Source: an optimization exercise on an open RTL-to-GDS flow (aim: small area, a short achievable clock period and few clock cycles per item). Production flows keep margins and buffers that such runs may drop. The RTL was checked by simulation tests, not by an equivalence proof against the original design. Power figures rest on the tool's default switching activity, not on a simulated workload.

== wip/xenon ==
==> flow/design.v <==
module ct_meas (
    input  wire        clk,
    input  wire        rst,         
    input  wire        start,       
    input  wire        mode,        
    input  wire [1:0]  chan,        
    input  wire [15:0] raw,         
    output reg         ready,
    output reg         done,
    output reg         accept,
    output reg  [1:0]  chan_next,
    output wire [34:0] ohms,
    output wire [15:0] vmv,
    output wire [27:0] digits,      
    output reg         alert
);
    localparam [1:0] F_IDLE  = 2'd0,
                     F_NODIV = 2'd1,
                     F_DIV   = 2'd2;
    localparam [26:0] VDIV  = 27'd48904255;    
    localparam [26:0] VDIV3 = 27'd12495037;    
    reg [1:0]  state;
    reg [15:0] s;
    reg [17:0] s6;             
    reg [1:0]  ch;
    reg        md;
    reg        slo, shi;       
    reg [26:0] rem;            
    reg [4:0]  cnt;            
    reg        step1, step2;   
    reg [1:0]  xb;             
    reg [1:0]  qd;             
    reg [34:0] q;
    reg [27:0] bcd;
    reg        fin;            
    reg        b_md, b_neg, b_acc, b_al;
    reg [1:0]  b_ch, b_cn;
    reg        vneg;           
    reg [6:0]  dfix;           
    wire neg  = s[15];
    wire last = (cnt == 5'd1);
    assign ohms   = q;
    assign vmv    = q[15:0] ^ {16{vneg}};
    genvar g;
    generate
        for (g = 0; g < 7; g = g + 1) begin : dout
            assign digits[4*g +: 4] = dfix[g] ? bcd[4*g +: 4] - 4'd6 : bcd[4*g +: 4];
        end
    endgenerate
    wire take = start && ready;
    wire signed [15:0] sraw = raw;
    wire in_lo  = (sraw <= 16'sd8000);
    wire in_hi  = (sraw >= 16'sd24000);
    wire in_pos = !raw[15] && (raw != 16'd0);
    wire in_acc = (!in_lo && !in_hi) || (chan == 2'd3 && in_lo) ||
                  (chan == 2'd0 && in_hi);
    wire in_nodiv = !mode && (!in_acc || !in_pos);
    wire [1:0] lsel = raw[14] ? 2'd3 : (raw[13] || chan != 2'd3) ? 2'd2 :
                      raw[12] ? 2'd1 : 2'd0;
    reg [15:0] r_init;
    reg [4:0]  k_init;
    reg [1:0]  x_init;
    always @(*) begin
        case ({chan, lsel})
            {2'd0, 2'd3}: begin r_init = 16'd15776 | {12'd0, raw[15:12]}; k_init = 5'd6; x_init = {raw[11], raw[10]}; end
            {2'd0, 2'd2}: begin r_init = 16'd15776 | {12'd0, raw[15:12]}; k_init = 5'd6; x_init = {raw[11], raw[10]}; end
            {2'd1, 2'd3}: begin r_init = 16'd9750; k_init = 5'd8; x_init = {raw[15], raw[14]}; end
            {2'd1, 2'd2}: begin r_init = 16'd9750; k_init = 5'd8; x_init = {raw[15], raw[14]}; end
            {2'd2, 2'd3}: begin r_init = 16'd25000; k_init = 5'd9; x_init = {1'b0, 1'b0}; end
            {2'd2, 2'd2}: begin r_init = 16'd6250; k_init = 5'd10; x_init = {1'b0, 1'b0}; end
            {2'd3, 2'd3}: begin r_init = 16'd10437; k_init = 5'd11; x_init = {1'b1, 1'b0}; end
            {2'd3, 2'd2}: begin r_init = 16'd10437; k_init = 5'd11; x_init = {1'b1, 1'b0}; end
            {2'd3, 2'd1}: begin r_init = 16'd2609; k_init = 5'd12; x_init = {1'b0, 1'b1}; end
            {2'd3, 2'd0}: begin r_init = 16'd0; k_init = 5'd18; x_init = {1'b1, 1'b0}; end
            default: begin r_init = 16'bx; k_init = 5'bx; x_init = 2'bx; end
        endcase
    end
    wire [26:0] rem_init = mode ? {2'b0, {raw, 9'd373} ^ {25{raw[15]}}} : {11'd0, r_init};
    wire [4:0]  cnt_init = mode ? 5'd8 : k_init;
    wire [1:0]  xb_init  = mode ? {raw[15], raw[15]} : x_init;
    wire       acc_i = md || (!slo && !shi) || (ch == 2'd3 && slo) ||
                       (ch == 2'd0 && shi);
    wire [1:0] cn_i  = (md || acc_i) ? ch : slo ? ch + 2'd1 : ch - 2'd1;
    reg [19:0] kc;
    always @(*) begin
        case (ch)
            2'd0:    kc = 20'd986;
            2'd1:    kc = 20'd9750;
            2'd2:    kc = 20'd100000;
            default: kc = 20'd668000;
        endcase
    end
    wire [5:0]  c_nx  = {cnt - 5'd1, 1'b0};
    wire [15:0] vtail = neg ? 16'd58368 : 16'd8192;
    wire [35:0] xres  = {kc, s};                  
    wire [1:0]  xb_nx = ready ? xb_init :
                        c_nx < 6'd2 ? 2'b00 :
                        md ? {vtail[c_nx[3:0] - 4'd1], vtail[c_nx[3:0] - 4'd2]} :
                        {xres[c_nx - 6'd1], xres[c_nx - 6'd2]};
    wire        sgn   = rem[26];
    wire [26:0] t     = {rem[25:0], xb[1]};            
    wire [26:0] t4    = {rem[24:0], xb};               
    wire [26:0] dvs   = md ? VDIV : {10'd0, s, 1'b0};   
    wire [26:0] dvs3  = md ? VDIV3 : {9'd0, s6};        
    wire [27:0] ad_w  = {t, 1'b1} + {dvs ^ {27{!sgn}}, !sgn};    
    wire        sgn2  = ad_w[27];
    wire [27:0] adp_w = {t4, 1'b1} + {sgn ? dvs : ~dvs3, !sgn};
    wire [27:0] adn_w = {t4, 1'b1} + {sgn ? dvs3 : ~dvs, !sgn};
    wire [26:0] rem_n = (adn_w[27:1] & {27{sgn2}}) | (adp_w[27:1] & {27{!sgn2}});
    wire [1:0]  qb    = {!sgn2, !rem_n[26]};
    function automatic [27:0] add3(input [27:0] b);
        integer n;
        reg [3:0] d;
        begin
            for (n = 0; n < 7; n = n + 1) begin
                d = b[4*n +: 4];
                add3[4*n+3] = d[3] | (d[2] & d[1]) | (d[2] & d[0]);
                add3[4*n+2] = (d[3] & d[0]) | (d[2] & !d[1] & !d[0]);
                add3[4*n+1] = (d[3] & !d[0]) | (!d[2] & d[1]) | (d[1] & d[0]);
                add3[4*n+0] = (d[3] & !d[0]) | (!d[3] & !d[2] & d[0]) |
                              (d[2] & d[1] & !d[0]);
            end
        end
    endfunction
    integer i;
    wire [27:0] bcd_h   = add3({bcd[26:0], qd[1]});    
    wire [27:0] bcd_sh  = {bcd_h[26:0], qd[0]};        
    wire [27:0] bcd_adj = add3(bcd_sh);
    reg [19:0] kneg;
    always @(*) begin
        case ({b_md, b_ch})
            3'd0:    kneg = 20'd1047590;  
            3'd1:    kneg = 20'd1038826;  
            3'd2:    kneg = 20'd948576;   
            3'd3:    kneg = 20'd380576;   
            default: kneg = 20'd0;
        endcase
    end
    wire [34:0] q_sh  = {q[32:0], qd};
    wire [20:0] lo_s  = {1'b0, q_sh[19:0]} + {1'b0, kneg};
    wire [14:0] hi_m1 = q_sh[34:20] - 15'd1;
    wire [34:0] q_cor = {(!b_md && !lo_s[20]) ? hi_m1 : q_sh[34:20], lo_s[19:0]};
    reg [27:0] kb6;
    always @(*) begin
        case ({b_md, b_ch})
            3'd0:    kb6 = 28'hFFFF67A;    
            3'd1:    kb6 = 28'hFFF68B6;    
            3'd2:    kb6 = 28'hFF66666;    
            3'd3:    kb6 = 28'hF998666;    
            default: kb6 = 28'h6666666;
        endcase
    end
    wire [29:0] bc_w  = {1'b0, bcd_sh, 1'b1} + {1'b0, kb6, b_md && b_neg};
    wire [27:0] xs    = bc_w[28:1];
    wire [6:0]  dcy;
    generate
        for (g = 0; g < 6; g = g + 1) begin : dcarry
            assign dcy[g] = xs[4*g+4] ^ bcd_sh[4*g+4] ^ kb6[4*g+4];
        end
    endgenerate
    assign dcy[6] = bc_w[29];
    always @(posedge clk) begin
        if (ready) begin
            s   <= raw;
            s6  <= {raw, 2'b00} + {1'b0, raw, 1'b0};
            ch  <= chan;
            md  <= mode;
            slo <= in_lo;
            shi <= in_hi;
        end
        rem   <= ready ? rem_init : rem_n;
        cnt   <= ready ? cnt_init : cnt - 5'd1;
        xb    <= xb_nx;
        qd    <= qb;
        step1 <= take && !in_nodiv;
        step2 <= step1;
        if (state != F_IDLE && (step1 || state == F_NODIV)) begin
            b_md  <= md;
            b_neg <= neg;
            b_ch  <= ch;
            b_acc <= acc_i;
            b_cn  <= cn_i;
            b_al  <= !md && ch == 2'd0 && !neg && s >= 16'd30295;
        end
        dfix      <= ~dcy;
        accept    <= b_acc;
        chan_next <= b_cn;
        vneg      <= b_md && b_neg;
        alert     <= b_al;
        if (fin) begin
            q   <= q_cor;
            bcd <= xs;
        end else if (step2) begin
            q   <= {33'd0, qd};
            bcd <= {26'd0, qd};
        end else begin
            q   <= q_sh;
            bcd <= bcd_adj;
        end
        if (rst) begin
            state <= F_IDLE;
            fin   <= 1'b0;
            done  <= 1'b0;
            ready <= 1'b1;
        end else begin
            ready <= take ? in_nodiv : (state != F_DIV || cnt <= 5'd2);
            done <= fin;
            fin  <= (state == F_NODIV) || (state == F_DIV && last);
            if (take)
                state <= in_nodiv ? F_NODIV : F_DIV;
            else if (state != F_DIV || last)
                state <= F_IDLE;
        end
    end
endmodule
==> flow/config.mk <==
export PLATFORM = sky130hd
export DESIGN_NAME = ct_meas
export DESIGN_NICKNAME = ct_meas
export VERILOG_FILES = /design/flow/design.v
export SDC_FILE = /design/flow/constraint.sdc
export NUM_CORES = 4
export LEC_CHECK = 0
export CAP_MARGIN = 20
export CORE_MARGIN = 2
export CORE_UTILIZATION = 60
export CTS_BUF_LIST = sky130_fd_sc_hd__clkbuf_4 sky130_fd_sc_hd__clkbuf_8
export PLACE_DENSITY = 0.65
export SETUP_SLACK_MARGIN = 5
export SLEW_MARGIN = 20
==> flow/constraint.sdc <==
create_clock -name core_clock -period 10.0 [get_ports {clk}]
set_input_delay 2.0000 -clock core_clock [delete_from_list [all_inputs] [get_ports {clk}]]
set_output_delay 2.0000 -clock core_clock [all_outputs]
set_load 0.01 [all_outputs]
standard.sh (not shown) runs the stock make flow with config.mk's settings and CLKGATE_MAP_FILE= SYNTH_SCRIPT=/design/flow/synth_recipe.tcl, a recipe that flattens the netlist after the stock synthesis.
==> flow/flow/run.sh <==
#!/bin/bash
# Own flow: the standard layout (standard synthesis unchanged), with
# - port buffers of a plain buffer cell (every port still gets one).
set -euo pipefail
MARGIN=$(cat flow/margin.txt)
PORTBUF=$(cat flow/portbuf.txt)
bash standard.sh SETUP_SLACK_MARGIN="$MARGIN" "BUFFER_PORTS_ARGS=-buffer_cell $PORTBUF" finish > flow_standard.log 2>&1
==> flow/flow/margin.txt <==
6.25
==> flow/flow/portbuf.txt <==
sky130_fd_sc_hd__buf_2
Testbench counts of wip/xenon, summed over its fixed seeds: cycles 14,789, items 2,048.
> inputs changed (wip/xenon -> wip/indigo)
==> flow/flow/margin.txt <==
6.5
## What came out
Looking at the reports, wip/indigo completed the entire flow and the layout it produced met the timing, design-rule and antenna checks. Higher maximum frequency among wip/xenon and wip/indigo: wip/indigo. Compared with wip/xenon, wip/indigo shows a final period utilization that is 1.1 points lower. Summary — routed wire length on met2, wip/indigo relative to wip/xenon: higher, by 880 um. Against wip/xenon, post-route worst hold slack in wip/indigo came out better. Via count, wip/indigo vs wip/xenon: up slightly. Lower routed metal-1 wirelength goes to wip/xenon over wip/indigo. In wip/indigo, final weighted congestion of routability-driven global placement is lower than in wip/xenon. wip/indigo vs. wip/xenon: final cell count shows an increase of about 2.4%, relative slew slack shows a reduction of 0.46 points, design area shows an increase of about 9%, fraction of final layout cells with drive strength greater than 1 shows an increase of 8.8 points.
Input changes introduced in wip/juniper (baseline for comparison: wip/indigo):
Settings: a change of PLACE_DENSITY from 0.65 to 0.75.
==> flow/flow/margin.txt <==
6.0
Findings:
When the final numbers for wip/indigo and wip/juniper were put side by side, the switching share of total power turned out to be greater in wip/juniper.
The lower post-layout minimum cycle time came out of wip/indigo.
[diff] final setup slack of the worst path, wip/juniper relative to wip/indigo: regression
The final reports for wip/juniper and wip/indigo show biggest fanout along the worst timing path higher in the former.
Core utilization was higher in wip/indigo than in wip/juniper.
As far as synthesized cell count goes, wip/indigo and wip/juniper are indistinguishable; the numbers are identical.
wip/juniper vs wip/indigo: number of global-route vias before repair down slightly
Diff wip/juniper..wip/indigo | post-synthesis share of cell area spent on full adders, half adders and majority gates | unchanged
In the flow results for wip/indigo and wip/juniper, the non-clock buffer count is smaller on wip/juniper.
Total non-filler cell area in the finished layout in wip/juniper is 2500 um^2 below wip/indigo.

==> what the ideal ports hide <==
The results above use ideal ports. As a check the final layouts listed here were re-extracted and re-timed, cells and wires unchanged.
Step 1 sets driving cells, clkbuf_16 on the clock port and buf_2 on the other inputs (assumed; they add their load-dependent delay and slew).
Step 2 also shifts input and output timing later by t, the mid clock arrival at the registers, as if the neighbouring blocks saw the same clock.
a / b / c = ideal ports / drivers / drivers and shift; a / b = the first two.
run	t (ns)	setup slack, ns	worst data-port slew with drivers (ns)
wip/xenon	0.519	6.170 / 6.165 / 5.646	0.07
wip/indigo	0.528	6.277 / 6.270 / 5.742	0.16
wip/juniper	0.513	6.046 / 6.067 / 5.554	0.04
After both steps setup and hold are still met in every run listed. The setup slack of wip/indigo, which loses most, moves by -0.007 ns with the drivers and by -0.535 ns with both steps.
